Context: an optimization exercise on an open-source flow, tuned for small area, a short achievable clock period and few clock cycles per item. The choices shown serve that exercise and are no tape-out recipe.
No functional check of the RTL was part of this run.

==> flow/design.v <==
module pk_sq (
    input  wire [14:0] x,
    output reg  [14:0] y,
    output wire        nan
);
    wire [4:0]  e = x[14:10];
    wire [10:0] m = {1'b1, x[9:0]};
    wire [21:0] p = m * m;
    wire        hi = p[21];
    wire        e_max = (e == 5'h1F);
    assign nan = e_max && (x[9:0] != 10'd0);
    wire [5:0]  be0 = {e, 1'b0} - 6'd15 + {5'd0, hi};
    reg  [10:0] kept;
    reg         g, st;
    reg  [14:0] base;
    always @(*) begin
        case (e)
            5'd1:    begin kept = 11'd0;               g = 1'b0;  st = 1'b1;          end
            5'd2:    begin kept = 11'd0;               g = p[21]; st = 1'b1;          end
            5'd3:    begin kept = {9'd0, p[21:20]};    g = p[19]; st = 1'b1;          end
            5'd4:    begin kept = {7'd0, p[21:18]};    g = p[17]; st = |m[8:0];       end
            5'd5:    begin kept = {5'd0, p[21:16]};    g = p[15]; st = |m[7:0];       end
            5'd6:    begin kept = {3'd0, p[21:14]};    g = p[13]; st = |m[6:0];       end
            5'd7:    begin kept = {1'd0, p[21:12]};    g = p[11]; st = |m[5:0];       end
            default: begin
                kept = hi ? p[21:11] : p[20:10];
                g    = hi ? p[10] : p[9];
                st   = |m[4:0];
            end
        endcase
        base = (e >= 5'd8) ? {be0[4:0], kept[9:0]} : {5'd0, kept[9:0]};
        if (e == 5'd0)
            y = 15'd0;
        else if (e_max || e >= 5'd23)
            y = 15'h7C00;
        else
            y = base + {14'd0, g & (st | kept[0])};
    end
endmodule
module pk_add (
    input  wire [14:0] a,
    input  wire [14:0] b,
    output reg  [14:0] y
);
    wire        swap = b > a;
    wire [14:0] x = swap ? b : a;
    wire [14:0] z = swap ? a : b;
    wire [10:0] mx = {(x[14:10] != 5'd0), x[9:0]};
    wire [10:0] mz = {(z[14:10] != 5'd0), z[9:0]};
    wire [4:0]  ex = (x[14:10] == 5'd0) ? 5'd1 : x[14:10];
    wire [4:0]  ez = (z[14:10] == 5'd0) ? 5'd1 : z[14:10];
    wire [4:0]  d  = ex - ez;
    reg  [12:0] zs;
    reg         jam;
    reg  [13:0] s;
    reg  [10:0] kept;
    reg         g, st, c;
    reg  [4:0]  f;
    integer i;
    always @(*) begin
        zs  = {mz, 2'b00} >> d;
        jam = 1'b0;
        for (i = 0; i < 11; i = i + 1)
            if (i + 2 < d) jam = jam | mz[i];
        zs[0] = zs[0] | jam;
        s = {1'b0, mx, 2'b00} + {1'b0, zs};
        c = s[13];
        kept = c ? s[13:3] : s[12:2];
        g    = c ? s[2] : s[1];
        st   = c ? (s[1] | s[0]) : s[0];
        f = kept[10] ? ex + {4'd0, c} : 5'd0;
        if (x == 15'h7C00)
            y = 15'h7C00;
        else if (f == 5'h1F)
            y = 15'h7C00;
        else
            y = {f, kept[9:0]} + {14'd0, g & (st | kept[0])};
    end
endmodule
module pk_div (
    input  wire        clk,
    input  wire        load,      
    input  wire        fin,       
    input  wire [8:0]  n_int,     
    input  wire [15:0] si,
    output reg  [15:0] q          
);
    reg  [11:0] r;
    reg  [3:0]  lzn, lzd;
    reg  [8:0]  nn;
    reg  [10:0] dd;
    wire [4:0]  es = si[14:10];
    wire [10:0] ms = {(es != 5'd0), si[9:0]};
    integer i;
    always @(*) begin
        lzn = 4'd0;
        lzd = 4'd0;
        for (i = 0; i < 9; i = i + 1)
            if (n_int[i]) lzn = 4'd8 - i[3:0];
        for (i = 0; i < 11; i = i + 1)
            if (ms[i]) lzd = 4'd10 - i[3:0];
        nn = n_int << lzn;
        dd = ms << lzd;
    end
    wire [11:0] rin  = load ? {1'b0, nn, 2'b00} : r;
    wire [12:0] diff = {1'b0, rin} - {2'b00, dd};
    wire        qb   = !diff[12];
    wire [11:0] rn   = qb ? diff[11:0] : rin;
    wire [12:0] qa = {q[11:0], qb};
    wire        sticky = (rn != 12'd0);
    wire        q0 = qa[12];
    wire [4:0]  esx = (es == 5'd0) ? 5'd1 : es;
    wire signed [7:0] be1 = 8'sd28 + $signed({4'd0, lzd}) - $signed({4'd0, lzn}) - $signed({3'd0, esx});
    wire signed [7:0] be  = q0 ? be1 : be1 - 8'sd1;
    wire [12:0] v = q0 ? {qa[12:1], qa[0] | sticky} : {qa[11:0], sticky};
    reg  [12:0] vs;
    reg  [14:0] enc;
    reg  [15:0] res;
    wire        s = si[15];
    wire        si_nan  = (es == 5'h1F) && (si[9:0] != 10'd0);
    wire        si_zero = (si[14:0] == 15'd0);
    wire        n_zero  = (n_int == 9'd0);
    always @(*) begin
        if (be == 8'sd0)
            vs = {1'b0, v[12:2], v[1] | v[0]};
        else if (be == -8'sd1)
            vs = {2'b00, v[12:3], v[2] | v[1] | v[0]};
        else
            vs = v;
        enc = {(be >= 8'sd1) ? be[4:0] : 5'd0, vs[11:2]} + {14'd0, vs[1] & (vs[0] | vs[2])};
        if (si_nan || (n_zero && si_zero))
            res = 16'h7E00;
        else if (n_zero || es >= 5'd21)
            res = {s, 15'd0};
        else if (si_zero || be >= 8'sd31)
            res = {s, 15'h7C00};
        else
            res = {s, enc};
    end
    always @(posedge clk) begin
        r <= {rn[10:0], 1'b0};
        q <= fin ? res : {q[14:0], qb};
    end
endmodule
module fft_peak16 (
    input  wire        clk,
    input  wire        rst,
    input  wire        in_valid,
    output wire        in_ready,
    input  wire [15:0] in_re,
    input  wire [15:0] in_im,
    input  wire [15:0] in_si,
    output reg         out_valid,
    output wire [8:0]  out_bin,
    output wire [15:0] out_mag,
    output wire [15:0] out_freq
);
    reg        rdy;
    reg  [8:0] cnt;        
    reg  [3:0] st;         
    reg        s1_v, s1_first;
    reg [14:0] s1_re, s1_im;
    reg [15:0] si;
    reg  [8:0] best;
    reg [14:0] bestv;
    assign in_ready = rdy;
    wire acc = in_valid && rdy;
    always @(posedge clk) begin
        s1_re    <= in_re[14:0];
        s1_im    <= in_im[14:0];
        s1_first <= (cnt == 9'd0);
        if (rdy) si <= in_si;
        if (rst) begin
            rdy       <= 1'b1;
            cnt       <= 9'd0;
            st        <= 4'd0;
            s1_v      <= 1'b0;
            out_valid <= 1'b0;
        end else begin
            s1_v      <= acc;
            out_valid <= (st == 4'd14);
            if (acc) cnt <= cnt + 9'd1;
            if (acc && cnt == 9'd511) begin
                rdy <= 1'b0;
                st  <= 4'd1;
            end else if (st != 4'd0) begin
                st <= (st == 4'd14) ? 4'd0 : st + 4'd1;
                if (st == 4'd13) rdy <= 1'b1;
            end
        end
    end
    wire [14:0] re2, im2, mag;
    wire        re_nan, im_nan;
    pk_sq  u_re2 (.x(s1_re), .y(re2), .nan(re_nan));
    pk_sq  u_im2 (.x(s1_im), .y(im2), .nan(im_nan));
    pk_add u_mag (.a(re2), .b(im2), .y(mag));
    wire        mag_nan = re_nan || im_nan;
    wire        take = s1_first || (!mag_nan && (mag > bestv));
    always @(posedge clk) begin
        if (s1_v && take) begin
            best  <= cnt - 9'd1;
            bestv <= mag_nan ? 15'h7E00 : mag;
        end
    end
    pk_div u_div (
        .clk(clk), .load(st == 4'd2), .fin(st == 4'd14),
        .n_int(best), .si(si), .q(out_freq)
    );
    assign out_bin = best;
    assign out_mag = {1'b0, bestv};
endmodule
==> flow/run.sh <==
#!/bin/bash
# synth_recipe.tcl (not shown) runs the flow's synth.tcl, then flattens the netlist and writes it again
# the make line also repeats each setting of config.mk as NAME=value (left out here)
make -C /OpenROAD-flow-scripts/flow DESIGN_CONFIG=/design/flow/config.mk WORK_HOME=/design/flow/orfs CLKGATE_MAP_FILE= SYNTH_SCRIPT=/design/flow/synth_recipe.tcl finish
==> flow/config.mk <==
export PLATFORM = sky130hd
export DESIGN_NAME = fft_peak16
export DESIGN_NICKNAME = fft_peak16
export VERILOG_FILES = /design/flow/design.v
export SDC_FILE = /design/flow/constraint.sdc
export NUM_CORES = 4
export LEC_CHECK = 0
export CAP_MARGIN = 20
export CORE_MARGIN = 2
export CORE_UTILIZATION = 40
export PLACE_DENSITY = 0.6
export SLEW_MARGIN = 20
==> flow/constraint.sdc <==
create_clock -name core_clock -period 70.0 [get_ports {clk}]
set_input_delay 14.0000 -clock core_clock [delete_from_list [all_inputs] [get_ports {clk}]]
set_output_delay 14.0000 -clock core_clock [all_outputs]
set_load 0.01 [all_outputs]
==> impl_metrics.env <==
export IMPL_critical_path_reg2reg_endpoint="bestv[10]"
export IMPL_pre_cts_ws_ps=49550
export IMPL_worstSetupPathDepth=86
export IMPL_rows=81
export IMPL_routabilityCongestion=0.898
export IMPL_cts_sinks=114
export IMPL_first_iter_violations=1404
export IMPL_met3WireLength_mm=2.39
export IMPL_die_x_um=227
export IMPL_area_growth_from_synthesis_to_final_layout_pct=9.82
export IMPL_setup_ws_ps=49350
export IMPL_timing_critical_path_max_delay_family="compound AO/OA/AOI/OAI gates"
export IMPL_die_area_mm2=0.0513
export IMPL_total_global_route_track_usage_pct=21.7
export IMPL_netlist_top_cells_area="sky130_fd_sc_hd__fa_1, sky130_fd_sc_hd__ha_1, sky130_fd_sc_hd__dfxtp_1"
export IMPL_holdBufCountCts=0
export IMPL_syn_area_mm2=0.0198
export IMPL_num_vias=18200
export IMPL_synth_warning_count=4
export IMPL_cts_inserted_buffers=17
export IMPL_number_of_top_level_pins=94
export IMPL_timing_slew_headroom_pct=29.8
export IMPL_grt_pass1_wl_mm=90.7
export IMPL_netlist_area_leader_share_pct=13.5
export IMPL_worst_path_buf_inv=12
export IMPL_clk_path_buf_depth=2
export IMPL_cts_tree="yes"
export IMPL_register_bit_total_from_synthesis=114
export IMPL_drcViolationCount=0
export IMPL_ctsRootBufferMaster="sky130_fd_sc_hd__clkbuf_16"
export IMPL_max_stage_delay_ps=730
export IMPL_synth_top_area_cell="sky130_fd_sc_hd__fa_1"
export IMPL_antenna_diode_count=0
export IMPL_grt_antenna_before_repair=0
export IMPL_period_share_pct=29.5
export IMPL_rr_worst_depth=86
export IMPL_timing_clock_skew_ps=12.9
export IMPL_setup_reg_to_reg_worst_slack_ps=49350
export IMPL_maxSlewViolCount=0
export IMPL_final_hold_viol_count=0
export IMPL_maxCapViolations=0
export IMPL_synth_seq_area_share_pct=13.5
export IMPL_core_region_area_mm2=0.0490
export IMPL_tns_ps=0
export IMPL_cp_end_kind="flop"
export IMPL_status="timing/DRC/antenna clean"
export IMPL_cts_clk_slew_worst_paths_ps=50
export IMPL_cp_start_kind="flop"
export IMPL_cts_htree_levels=4
export IMPL_grt_max_degree=25
export IMPL_first_global_vias=18400
export IMPL_layout_nets=2882
export IMPL_crit_slowest_cell="sky130_fd_sc_hd__a211oi_1"
export IMPL_finalSetupViolations=0
export IMPL_min_path_type="reg2reg"
export IMPL_fmax_mhz=48.4
export IMPL_worst_hold_startpoint="cnt[1]"
export IMPL_worstPathMaxFanout=19
export IMPL_synth_fp_nets=2856
export IMPL_worstSkewPairLatency_ps=440
export IMPL_number_of_distinct_library_cells_after_synthesis=120
export IMPL_place_port_buffers=90
export IMPL_route_detailed_vias_per_inst=5.71
export IMPL_synthesis_area_per_instance_um2=8.00
export IMPL_highest_layer_used_for_signal_routing="met4"
export IMPL_post_cts_setup_buffers=0
export IMPL_synth_async_reset_ratio_pct=0
export IMPL_share_of_cells_above_drive_strength_1_pct=5.96
export IMPL_m1WireLength_mm=24.6
export IMPL_start_util_pct=40.5
export IMPL_post_route_min_period_ps=20650
export IMPL_routed_wire_length_per_instance_um=17.2
export IMPL_cp_common_cell="sky130_fd_sc_hd__a21oi_1"
export IMPL_worst_hold_path_num_cells=2
export IMPL_detail_route_antenna_nets=0
export IMPL_critical_path_required_ps=70120
export IMPL_syn_instance_count=2476
export IMPL_die_h_um=227
export IMPL_timing_hold_worst_endpoint="cnt[1]"
export IMPL_regToRegStartpoint="s1_re[6]"
export IMPL_place_hpwl_mm=44.1
export IMPL_synth_top_flop_cell="sky130_fd_sc_hd__dfxtp_1"
export IMPL_crit_arrival_ps=20780
export IMPL_detail_route_wirelength_mm=54.6
export IMPL_cts_repair_resize_count=0
export IMPL_timing_worst_slew_pin_value_ps=1050
export IMPL_synth_edf_count=40
export IMPL_grt_overflow_total=0
export IMPL_wl_met2_mm=26.3
export IMPL_first_pass_drt_iterations=5
export IMPL_setup_repair_after_global_routing_missed_its_margin="false"
export IMPL_critical_path_startpoint="s1_re[6]"
export IMPL_worst_setup_path_type="reg2reg"
## routing by layer
metal  global-route usage [%]  vias up
met5                        0        -
met4                     7.02        0
met3                     2.46       82
met2                     37.5      490
met1                     28.1     8785
li1                         -     8808
## cell usage in the layout (no fill, tap or decap), types with 16 or more instances in the layout
master,n
sky130_fd_sc_hd__inv_1,285
sky130_fd_sc_hd__nand2_1,242
sky130_fd_sc_hd__nor2_1,222
sky130_fd_sc_hd__ha_1,195
sky130_fd_sc_hd__fa_1,134
sky130_fd_sc_hd__a21oi_1,132
sky130_fd_sc_hd__clkdlybuf4s50_1,90
sky130_fd_sc_hd__o21ai_0,87
sky130_fd_sc_hd__dfxtp_1,74
sky130_fd_sc_hd__nand3_1,69
sky130_fd_sc_hd__xnor2_1,68
sky130_fd_sc_hd__mux2i_1,67
sky130_fd_sc_hd__nor3_1,59
sky130_fd_sc_hd__xor2_1,44
sky130_fd_sc_hd__edfxtp_1,40
sky130_fd_sc_hd__nand4_1,38
sky130_fd_sc_hd__and2_1,36
sky130_fd_sc_hd__o21a_1,34
sky130_fd_sc_hd__a21o_1,31
sky130_fd_sc_hd__nor4_1,27
sky130_fd_sc_hd__and3_1,27
sky130_fd_sc_hd__or3_1,25
sky130_fd_sc_hd__nand2b_1,24
sky130_fd_sc_hd__o211ai_1,23
sky130_fd_sc_hd__or2_2,22
sky130_fd_sc_hd__a22o_1,20
sky130_fd_sc_hd__nor2b_1,19
sky130_fd_sc_hd__mux2_2,17
sky130_fd_sc_hd__a211oi_1,17
sky130_fd_sc_hd__clkbuf_16,17
sky130_fd_sc_hd__o21ai_1,16
## synth_stat cells, types with 34 or more instances
master / count
sky130_fd_sc_hd__inv_1: 285
sky130_fd_sc_hd__nand2_1: 242
sky130_fd_sc_hd__nor2_1: 222
sky130_fd_sc_hd__ha_1: 195
sky130_fd_sc_hd__fa_1: 134
sky130_fd_sc_hd__a21oi_1: 132
sky130_fd_sc_hd__o21ai_0: 87
sky130_fd_sc_hd__dfxtp_1: 74
sky130_fd_sc_hd__nand3_1: 69
sky130_fd_sc_hd__xnor2_1: 68
sky130_fd_sc_hd__mux2i_1: 67
sky130_fd_sc_hd__nor3_1: 59
sky130_fd_sc_hd__clkbuf_1: 55
sky130_fd_sc_hd__xor2_1: 44
sky130_fd_sc_hd__edfxtp_1: 40
sky130_fd_sc_hd__nand4_1: 38
sky130_fd_sc_hd__and2_1: 36
sky130_fd_sc_hd__o21a_1: 34
## area by class of cell
class	count	area, um^2
Clock buffer	20	437
Clock inverter	12	119
Fill cell	4875	27200
Inverter	292	1100
Multi-Input combinational cell	1977	15600
Sequential cell	114	2680
Tap cell	664	831
Timing Repair Buffer	100	976
## worst min-delay path: cells and delay by family, from the launching register on
| kind | cells | cell delay, ps |
|---|---|---|
| and+or+nand+nor | 1 | 60 |
| DFF | 1 | 330 |
| AOI/OAI and AO/OA | 1 | 50 |
## worst max path at each step
| stage | slack [ps] | endpoint |
|---|---|---|
| 3_3_place_gp | 49830 | bestv[0] |
| 2_1_floorplan | 51730 | best[0] |
| 6_report | 49350 | bestv[10] |
| 4_1_cts | 49470 | bestv[10] |
| 3_5_place_dp | 49550 | bestv[0] |
| 5_1_grt | 47520 | bestv[7] |
## kinds of logic after synthesis
group | share of synthesized area, %
other | 0.0189
adders and majority gates | 25.9
DFF | 13.5
and+or+nand+nor | 22.4
muxes | 5.18
AOI/OAI and AO/OA | 20.2
buffers and inverters | 7.64
xor gates and xnor gates | 5.14
## sequential cells by signal, indices dropped and copies added, names as in the netlist
signal     count
si            16
u_div.q       16
bestv         15
s1_im         15
s1_re         15
u_div.r       11
best           9
cnt            9
st             4
out_valid      1
rdy            1
s1_first       1
s1_v           1
## per-stage QoR
step / hold WS [ps] / std cells / util [%] / instance area [um^2]
after floorplan: 436 / 2476 / - / 19800
after global placement: 489 / 3147 / 43.3 / 21200
after detailed placement: 491 / 3147 / 43.3 / 21200
after CTS: 499 / 3179 / 44.5 / 21800
after global routing: 522 / 3179 / 44.5 / 21800
final: 499 / 3179 / 44.5 / 21800

[static timing again, ports no longer ideal]
The flow's constraints put no driver on any port. The routed layout listed below was extracted and timed again, unchanged, in two steps.
Step 1: set_driving_cell puts a clkbuf_16 on clk and a buf_2 on each other input, an assumption about the parent block.
Step 2 adds t to the input delays and takes it off the output delays; t is the mean of the earliest and latest rising clock arrival at the registers after step 1. Input paths then give back, and output paths get back, about the clock's delay inside the block.
a / b / c = ideal ports / drivers / drivers and shift; a / b = the first two.
t, ns: 0.484
setup WS [ns]: 49.346 / 49.346 / 49.346
worst setup path after step 2: register to register
latest minus earliest clock arrival (ns): 0.013 / 0.013
After both steps this run still meets setup and hold. For this run, drivers alone change the setup slack by 0.000 ns; drivers and shift together by 0.000 ns.
